This is an optimization exercise on Yosys and OpenROAD, whose aim is small area, a short achievable clock period and few clock cycles, not a production implementation.
RTL that was checked went through simulation tests only; none was proved equivalent to the original.

==> flow/design.v (excerpt) <==
module sonpe (
    input  wire         clk,
    input  wire         rst,           
    input  wire         start,
    input  wire [255:0] seed,          
    input  wire [63:0]  index,
    input  wire [63:0]  list_size,
    output wire         ready,
    output reg          done,
    output reg  [1:0]   err,           
    output wire [63:0]  result
);
    localparam [1:0] S_IDLE = 2'd0, S_CHECK = 2'd1, S_CHECK2 = 2'd3, S_RUN = 2'd2;
    localparam [31:0] IV0 = 32'h6a09e667, IV1 = 32'hbb67ae85, IV2 = 32'h3c6ef372,
                      IV3 = 32'ha54ff53a, IV4 = 32'h510e527f, IV5 = 32'h9b05688c,
                      IV6 = 32'h1f83d9ab, IV7 = 32'h5be0cd19;
    reg  [1:0]   state;
    reg          rdy;
    reg  [5:0]   t;            
    reg  [6:0]   k;            
    reg  [31:0]  ring [0:7];   
    reg  [39:0]  widx;         
    reg  [40:0]  n;
    reg  [39:0]  f;            
    reg          bor;
    reg          gt;           
    reg          hgt, heq;     
    reg          lbig;         
    reg  [64:0]  dv;           
    reg  [39:0]  rem;          
    reg  [31:0]  swq;          
    reg  [7:0]   psel;         
    reg          sbit;         
    reg          ef_lo, ef_big;
  ...
For scale: roughly 9700 cells after synthesis, roughly 460 I/O pins.
clock: 10.0 ns
lec_check: 0
cap_margin: 20
core_margin: 2
core_utilization: 40
cts_cluster_diameter: 80
cts_cluster_size: 30
setup_slack_margin: 5
slew_margin: 20
synth_hierarchical: 1
run.sh (not shown) runs the stock make flow with config.mk's settings and CLKGATE_MAP_FILE= SYNTH_SCRIPT=/design/flow/synth_recipe.tcl, a recipe that flattens the netlist after the stock synthesis.
The baseline finished with timing, DRC and antenna clean.
Testbench counts at the start, summed over its fixed seeds: cycles 141,484.
Change:
==> flow/flow/run.sh (new file) <==
#!/bin/bash
# The standard layout (standard.sh: the ORFS flow, synthesis unchanged),
# except that the port buffers are the smallest buffer cell rather than the
# delay buffer buffer_ports picks by default. Every port still gets a buffer.
set -euo pipefail
bash standard.sh 'BUFFER_PORTS_ARGS=-buffer_cell sky130_fd_sc_hd__buf_1' finish > standard.log 2>&1
==> flow/standard.sh (new file) <==
#!/bin/bash
# synth_recipe.tcl (not shown) runs the flow's synth.tcl, then flattens the netlist and writes it again
# the make line also repeats each setting of config.mk as NAME=value (left out here)
make -C /OpenROAD-flow-scripts/flow DESIGN_CONFIG=/design/flow/config.mk WORK_HOME=/design/flow/orfs CLKGATE_MAP_FILE= SYNTH_SCRIPT=/design/flow/synth_recipe.tcl "${@:-finish}"
- CTS_CLUSTER_DIAMETER: 80 -> unset
- CTS_CLUSTER_SIZE: 30 -> unset
removed: flow/run.sh
Count of clock-buffer cells in the layout went up by 174.
Setup slack loses 0.0067 ns.
Synthesized area stays the same.
Final cell count went up by 1.7%.
Core utilization went up by 0.40 points.
Clock skew went down by 0.0092 ns.
Fmax barely changes.
Wire length went up by 2.3%.
First-iteration DRC count went up by 2.7%.

---

sonpe, a different RTL version from the one above (not shown whole).
For scale: ~9600 cells after synthesis, roughly 460 I/O pins, ~98000 um2 of cells after synthesis.
export LEC_CHECK = 0
export CAP_MARGIN = 20
export CORE_MARGIN = 2
export CORE_UTILIZATION = 40
export CTS_CLUSTER_DIAMETER = 80
export CTS_CLUSTER_SIZE = 24
export SETUP_SLACK_MARGIN = 5
export SLEW_MARGIN = 20
export SYNTH_HIERARCHICAL = 1
create_clock -name core_clock -period 10.0 [get_ports {clk}]
standard.sh (not shown) runs the stock make flow with config.mk's settings and CLKGATE_MAP_FILE= SYNTH_SCRIPT=/design/flow/synth_recipe.tcl, a recipe that flattens the netlist after the stock synthesis.
==> flow/flow/run.sh <==
#!/bin/bash
set -euo pipefail
bash standard.sh 'BUFFER_PORTS_ARGS=-buffer_cell sky130_fd_sc_hd__buf_1' SETUP_SLACK_MARGIN=6 finish > standard.log 2>&1
Then changed:
==> flow/flow/run.sh (replaced) <==
#!/bin/bash
set -euo pipefail
bash standard.sh 'BUFFER_PORTS_ARGS=-buffer_cell sky130_fd_sc_hd__buf_1' SETUP_SLACK_MARGIN=6.5 finish > standard.log 2>&1
Synthesized cell count is unchanged.
Routed wire length increases by about 10%.
Hold slack gains 0.013 ns.
Setup slack loses 0.035 ns.
Final area increases by 6.2%.
Fmax decreases by 0.75%.
Sequential share of layout area decreases by 2.1 points.
Then changed:
==> flow/flow/run.sh (replaced) <==
#!/bin/bash
set -euo pipefail
bash standard.sh 'BUFFER_PORTS_ARGS=-buffer_cell sky130_fd_sc_hd__buf_1' SETUP_SLACK_MARGIN=5.5 finish > standard.log 2>&1
=> Die area is unchanged; wire length came out lower by a few percent; setup slack improved by 0.067 ns; utilization decreases by 5.2 points; global-route usage is lower by 1.7 points; register-to-register slack improved by 0.07 ns.
Function was not checked in any run of this note: the RTL went through the layout flow alone.

---

sonpe, a different RTL version from the one above (not shown whole).
For scale: ~2200 flip-flops, ~460 I/O pins, about 0.10 mm^2 of cells after synthesis.
make LEC_CHECK=0 CAP_MARGIN=20 CORE_MARGIN=2 CORE_UTILIZATION=40 SLEW_MARGIN=20 finish   # period 10.0 ns
run.sh (not shown) runs the stock make flow with config.mk's settings and CLKGATE_MAP_FILE= SYNTH_SCRIPT=/design/flow/synth_recipe.tcl, a recipe that flattens the netlist after the stock synthesis.
Stock flow here: none of the scripts above is used.
Rerun with:
Settings changed: SETUP_SLACK_MARGIN set to 5.
Global-route usage increases by 0.13 points; cell count increases slightly; die area stays the same; non-clock buffer count increases by 157; cell area increases by a few percent.
No functional check of the RTL was part of any run of this note.

---

Another version of the RTL of sonpe (not shown whole).
Size: roughly 9900 cells after synthesis, ~460 I/O pins, ~0.10 sq mm of cells after synthesis.
clock: 10.0 ns
lec_check: 0
cap_margin: 20
core_margin: 2
core_utilization: 40
cts_cluster_diameter: 80
cts_cluster_size: 24
setup_slack_margin: 5
slew_margin: 20
synth_hierarchical: 1
standard.sh (not shown) runs the stock make flow with config.mk's settings and CLKGATE_MAP_FILE= SYNTH_SCRIPT=/design/flow/synth_recipe.tcl, a recipe that flattens the netlist after the stock synthesis.
==> flow/flow/run.sh <==
#!/bin/bash
set -euo pipefail
bash standard.sh 'BUFFER_PORTS_ARGS=-buffer_cell sky130_fd_sc_hd__buf_1' SETUP_SLACK_MARGIN=5.75 finish > standard.log 2>&1
Testbench counts at the start, summed over its fixed seeds: cycles 141,484.
Then changed:
==> flow/flow/run.sh (replaced) <==
#!/bin/bash
set -euo pipefail
bash standard.sh 'BUFFER_PORTS_ARGS=-buffer_cell sky130_fd_sc_hd__buf_1' SETUP_SLACK_MARGIN=5.5 finish > standard.log 2>&1
--- a/flow/config.mk
+++ b/flow/config.mk
@@ -6,4 +6,5 @@
 export NUM_CORES = 4
 export LEC_CHECK = 0
+export ABC_AREA = 1
 export CAP_MARGIN = 20
 export CORE_MARGIN = 2
The changed run went through all stages and came out clean. Global-route usage climbs by 3.0 points. Core utilization fell by 1.6 points. Die area came out higher by 6.6%. Routed wire length rises by 19%. Register-to-register slack gains 30 ps. Clock skew rises by 48 ps. Worst hold slack barely changes.
Then changed:
--- a/flow/config.mk
+++ b/flow/config.mk
@@ -6,10 +6,10 @@
 export NUM_CORES = 4
 export LEC_CHECK = 0
-export ABC_AREA = 1
 export CAP_MARGIN = 20
 export CORE_MARGIN = 2
-export CORE_UTILIZATION = 40
+export CORE_UTILIZATION = 62
 export CTS_CLUSTER_DIAMETER = 80
 export CTS_CLUSTER_SIZE = 24
+export PLACE_DENSITY = 0.72
 export SETUP_SLACK_MARGIN = 5
 export SLEW_MARGIN = 20
=>
- The changed run went through all stages and came out clean
- count of clock-buffer cells in the layout decreases by 41
- final area fell by 7.8%
Then changed:
--- a/flow/config.mk
+++ b/flow/config.mk
@@ -6,11 +6,10 @@
 export NUM_CORES = 4
 export LEC_CHECK = 0
+export ABC_AREA = 1
 export CAP_MARGIN = 20
 export CORE_MARGIN = 2
-export CORE_UTILIZATION = 62
+export CORE_UTILIZATION = 40
 export CTS_CLUSTER_DIAMETER = 80
 export CTS_CLUSTER_SIZE = 24
-export PLACE_DENSITY = 0.72
 export SETUP_SLACK_MARGIN = 5
 export SLEW_MARGIN = 20
-export SYNTH_HIERARCHICAL = 1
Outcome:
- global-route usage went down by 9.4 points
- via count went up by 4.0%
- clock-buffer cell count went up by 23
- register-to-register slack degrades by 210 ps
- cell area went up by 1.0%
- area after synthesis went down by 4.1%
- hold slack improves by 9.9 ps

---

Another version of the RTL of sonpe (not shown whole).
For scale: about 14000 cells after synthesis, ~460 I/O pins.
Settings: LEC_CHECK=0, ABC_AREA=1, CAP_MARGIN=20, CORE_MARGIN=2, CORE_UTILIZATION=50, CTS_CLUSTER_DIAMETER=80, CTS_CLUSTER_SIZE=24, PLACE_DENSITY=0.62, SETUP_SLACK_MARGIN=5, SLEW_MARGIN=20, SYNTH_HIERARCHICAL=1; clock period 10.0 ns.
==> flow/flow/run.sh <==
#!/bin/bash
set -euo pipefail
bash standard.sh 'BUFFER_PORTS_ARGS=-buffer_cell sky130_fd_sc_hd__buf_1' SETUP_SLACK_MARGIN=6 finish > standard.log 2>&1
The first run produced a clean layout.
Testbench counts at the start, summed over its fixed seeds: cycles 141,484.
Then changed:
CORE_UTILIZATION = 40   (was 50)
PLACE_DENSITY = unset   (was 0.62)
The new run went through all stages and came out clean.
Setup slack gets worse by 54 ps.
Wire length is higher by about 1.6%.
Area after synthesis does not change.
Core utilization falls by 11 points.
Non-clock buffer count rose by 51.
Sequential share of layout area fell by 0.52 points.
Final cell count grows by about 4.5%.
Final area goes up by 1.4%.
Then changed:
==> flow/flow/run.sh (replaced) <==
#!/bin/bash
set -euo pipefail
bash standard.sh 'BUFFER_PORTS_ARGS=-buffer_cell sky130_fd_sc_hd__buf_1' SETUP_SLACK_MARGIN=6.25 finish > standard.log 2>&1
=> Clock skew rose by 13 ps; cell area came out higher by 2.8%; cell count is higher by 0.43%; clock-buffer cell count decreases by 2; routed wire length went up by 4.1%; global-route usage increases by 1.1 points.

---

sonpe, a different RTL version from the one above (not shown whole).
==> flow/config.mk <==
export PLATFORM = sky130hd
export DESIGN_NAME = sonpe
export DESIGN_NICKNAME = sonpe
export VERILOG_FILES = /design/flow/design.v
export SDC_FILE = /design/flow/constraint.sdc
export NUM_CORES = 4
export LEC_CHECK = 0
export CAP_MARGIN = 20
export CORE_MARGIN = 2
export CORE_UTILIZATION = 40
export SETUP_SLACK_MARGIN = 5
export SLEW_MARGIN = 20
export SYNTH_HIERARCHICAL = 1
==> flow/constraint.sdc <==
create_clock -name core_clock -period 10.0 [get_ports {clk}]
set_input_delay 2.0000 -clock core_clock [delete_from_list [all_inputs] [get_ports {clk}]]
set_output_delay 2.0000 -clock core_clock [all_outputs]
set_load 0.01 [all_outputs]
==> flow/flow/run.sh <==
#!/bin/bash
set -euo pipefail
bash standard.sh SETUP_SLACK_MARGIN=6.5 > standard.log 2>&1
Edit:
==> flow/run.sh (new file) <==
#!/bin/bash
# synth_recipe.tcl (not shown) runs the flow's synth.tcl, then flattens the netlist and writes it again
# the make line also repeats each setting of config.mk as NAME=value (left out here)
make -C /OpenROAD-flow-scripts/flow DESIGN_CONFIG=/design/flow/config.mk WORK_HOME=/design/flow/orfs CLKGATE_MAP_FILE= SYNTH_SCRIPT=/design/flow/synth_recipe.tcl finish
removed: flow/flow/run.sh
removed: flow/standard.sh
What happened: Synthesized cell count stays the same; wire length came out lower by 9.8%; hold slack gets better by 0.095 ns.
No run of this note included a check of the RTL's function; only the layout flow was run.

---

## sierra
sonpe, a different RTL version from the one above (not shown whole).
For scale: about 460 I/O pins, roughly 100000 um2 of cells after synthesis.
make LEC_CHECK=0 CAP_MARGIN=20 CORE_MARGIN=2 CORE_UTILIZATION=40 SETUP_SLACK_MARGIN=5 SLEW_MARGIN=20 SYNTH_HIERARCHICAL=1 finish   # period 10.0 ns
run.sh (not shown) runs the stock make flow with config.mk's settings and CLKGATE_MAP_FILE= SYNTH_SCRIPT=/design/flow/synth_recipe.tcl, a recipe that flattens the netlist after the stock synthesis.
Stock flow here: none of the scripts above is used.
sierra was carried through to the last stage, and its layout satisfied the timing, DRC and antenna checks.
The following lists how raven was set up differently from sierra:
==> flow/flow/run.sh (new file) <==
#!/bin/bash
set -euo pipefail
bash standard.sh SETUP_SLACK_MARGIN=6.5 > standard.log 2>&1
==> flow/standard.sh (new file) <==
#!/bin/bash
# synth_recipe.tcl (not shown) runs the flow's synth.tcl, then flattens the netlist and writes it again
# the make line also repeats each setting of config.mk as NAME=value (left out here)
make -C /OpenROAD-flow-scripts/flow DESIGN_CONFIG=/design/flow/config.mk WORK_HOME=/design/flow/orfs CLKGATE_MAP_FILE= SYNTH_SCRIPT=/design/flow/synth_recipe.tcl "${@:-finish}"
removed: flow/run.sh
--- outcome ---
Summary of raven over sierra: setup slack shows an increase of 0.55 ns; multi-input gate area in the final layout shows an increase of 15%.
sky130_fd_sc_hd__fa_1 as the cell at the slowest stage of the critical path was reported by raven, and sky130_fd_sc_hd__o21ai_0 by sierra.
Function was not checked in any run of this note: the RTL went through the layout flow alone.

---

RTL: one of the versions met above, not the one the previous note started from.
Size in the first run: ~9900 cells after synthesis, roughly 460 I/O pins, about 0.10 mm2 of cells after synthesis.
==> flow/design.v (excerpt) <==
module sonpe (
    input  wire         clk,
    input  wire         rst,           
    input  wire         start,
    input  wire [255:0] seed,          
    input  wire [63:0]  index,
    input  wire [63:0]  list_size,
    output wire         ready,
    output reg          done,
    output reg  [1:0]   err,           
    output wire [63:0]  result
);
    localparam [1:0] S_IDLE = 2'd0, S_CHECK = 2'd1, S_CHECK2 = 2'd3, S_RUN = 2'd2;
    localparam [31:0] IV0 = 32'h6a09e667, IV1 = 32'hbb67ae85, IV2 = 32'h3c6ef372,
                      IV3 = 32'ha54ff53a, IV4 = 32'h510e527f, IV5 = 32'h9b05688c,
                      IV6 = 32'h1f83d9ab, IV7 = 32'h5be0cd19;
    reg  [1:0]   state;
    reg          rdy;
    reg  [5:0]   t;            
    reg  [6:0]   k;            
    reg  [31:0]  ring [0:7];   
    reg  [39:0]  widx;         
    reg  [40:0]  n;
    reg  [39:0]  f;            
    reg          bor;
    reg          gt;           
    reg  [2:0]   hgtb, heqb;   
    reg          lbig;         
    reg  [64:0]  dv;           
    reg  [39:0]  rem;          
    reg          sbit;         
    reg          ef_lo, ef_big;
    wire         hgt = hgtb[2] || (heqb[2] && (hgtb[1] || (heqb[1] && hgtb[0])));
    wire         heq = &heqb;
    wire         ef_idx = hgt || (heq && !ef_lo);
    reg          d0, d1, d2, d3, d4, d5, d6, d7, d13, d61, d62, d63, dseed, dsch;
    assign ready  = rdy;
    assign result = {24'd0, widx};
    wire [39:0]  pos = gt ? f : widx;
    wire [5:0]   tn = (state == S_CHECK) ? 6'd62 : t + 6'd1;
    reg  [5:0]  u;
    reg  [31:0] kn;
    wire [63:0] tdec = 64'd1 << u;
    localparam [63:0] KM0 = 64'h316c2dd4fd08a55f;
    localparam [63:0] KM1 = 64'h79f885345cdb360a;
    localparam [63:0] KM2 = 64'h23a6b06ad52f7a66;
    localparam [63:0] KM3 = 64'h9db30933037c128a;
    localparam [63:0] KM4 = 64'hea4cca1f28e05ad9;
    localparam [63:0] KM5 = 64'h79cc56b349187a34;
    localparam [63:0] KM6 = 64'h79f2430a7feedc5a;
    localparam [63:0] KM7 = 64'hf8cc24d28e77b6f7;
    localparam [63:0] KM8 = 64'ha942a62f7ea7df16;
    localparam [63:0] KM9 = 64'hadf21318af0121ee;
    localparam [63:0] KM10 = 64'h984f3146071b2e41;
  ...
Settings: LEC_CHECK=0, CAP_MARGIN=20, CORE_MARGIN=2, CORE_UTILIZATION=40, CTS_CLUSTER_DIAMETER=80, CTS_CLUSTER_SIZE=24, SETUP_SLACK_MARGIN=5, SLEW_MARGIN=20, SYNTH_HIERARCHICAL=1; clock period 10.0 ns.
standard.sh (not shown) runs the stock make flow with config.mk's settings and CLKGATE_MAP_FILE= SYNTH_SCRIPT=/design/flow/synth_recipe.tcl, a recipe that flattens the netlist after the stock synthesis.
==> flow/flow/run.sh <==
#!/bin/bash
set -euo pipefail
bash standard.sh 'BUFFER_PORTS_ARGS=-buffer_cell sky130_fd_sc_hd__buf_1' SETUP_SLACK_MARGIN=6 finish > standard.log 2>&1
The starting point went through all stages and came out clean.
Testbench counts at the start, summed over its fixed seeds: cycles 141,484.
Rerun with:
==> flow/flow/run.sh (replaced) <==
#!/bin/bash
set -euo pipefail
bash standard.sh 'BUFFER_PORTS_ARGS=-buffer_cell sky130_fd_sc_hd__buf_1' SETUP_SLACK_MARGIN=5.5 finish > standard.log 2>&1
=> Maximum frequency came out lower by a few percent. Area after synthesis stays the same. Final area came out lower by a few percent. Via count came out lower by a few percent.

## re-timing with driven ports
In the flow no input, the clock included, has a driving cell. The finished layouts below were timed again as built, in two steps.
Step 1 assumes that a clkbuf_16 drives the clock port and a buf_2 every other input.
Step 2 moves the port delays by t, midway between the first and last clock arrival at a register: inputs arrive t later, outputs are due t later. That takes back most of the time a late clock gives input paths.
a / b / c = ideal ports / drivers / drivers and shift; a / b = the first two.
run	t, ns	setup WS [ns]	worst register clock-pin slew, ns	worst data-port slew with drivers (ns)	cell pins on the clock port's net
the first run of note 1	0.913	5.109 / 5.109 / 5.109	0.12 / 0.12	0.16	1
the second run of note 1	0.964	5.102 / 5.102 / 5.102	0.07 / 0.07	0.18	1
the first run of note 2	0.930	5.382 / 5.382 / 5.382	0.10 / 0.10	0.18	1
the second run of note 2	0.921	5.347 / 5.347 / 5.347	0.10 / 0.10	0.17	1
the third run of note 2	0.891	5.414 / 5.414 / 5.414	0.10 / 0.10	0.25	1
the first run of note 3	0.960	3.204 / 3.204 / 3.204	0.07 / 0.07	0.22	1
the second run of note 3	0.970	4.891 / 4.891 / 4.253	0.08 / 0.08	0.20	1
the first run of note 4	0.907	5.655 / 5.655 / 5.655	0.10 / 0.10	0.13	1
the second run of note 4	0.943	5.687 / 5.687 / 5.687	0.10 / 0.10	0.18	1
the third run of note 4	0.885	5.528 / 5.528 / 5.528	0.10 / 0.10	0.09	1
the fourth run of note 4	0.917	5.323 / 5.323 / 5.323	0.10 / 0.10	0.21	1
the first run of note 5	0.939	6.100 / 6.085 / 5.688	0.10 / 0.10	0.22	1
the second run of note 5	0.936	6.046 / 6.046 / 5.747	0.10 / 0.10	0.17	1
the third run of note 5	0.928	6.076 / 6.076 / 5.951	0.10 / 0.10	0.16	1
the first run of note 6	0.969	5.477 / 5.477 / 5.477	0.07 / 0.07	0.18	1
the second run of note 6	0.994	5.081 / 5.081 / 5.081	0.07 / 0.07	0.21	1
sierra	0.985	4.946 / 4.946 / 4.946	0.08 / 0.08	0.23	1
raven	0.997	5.495 / 5.495 / 5.495	0.07 / 0.07	0.20	1
the first run of note 8	0.948	5.683 / 5.683 / 5.683	0.10 / 0.10	0.14	1
the second run of note 8	0.924	5.541 / 5.541 / 5.541	0.11 / 0.11	0.11	1
After both steps setup and hold are still met in every run listed. For the second run of note 3, which loses most, drivers alone change the setup slack by 0.000 ns; drivers and shift together by -0.638 ns.
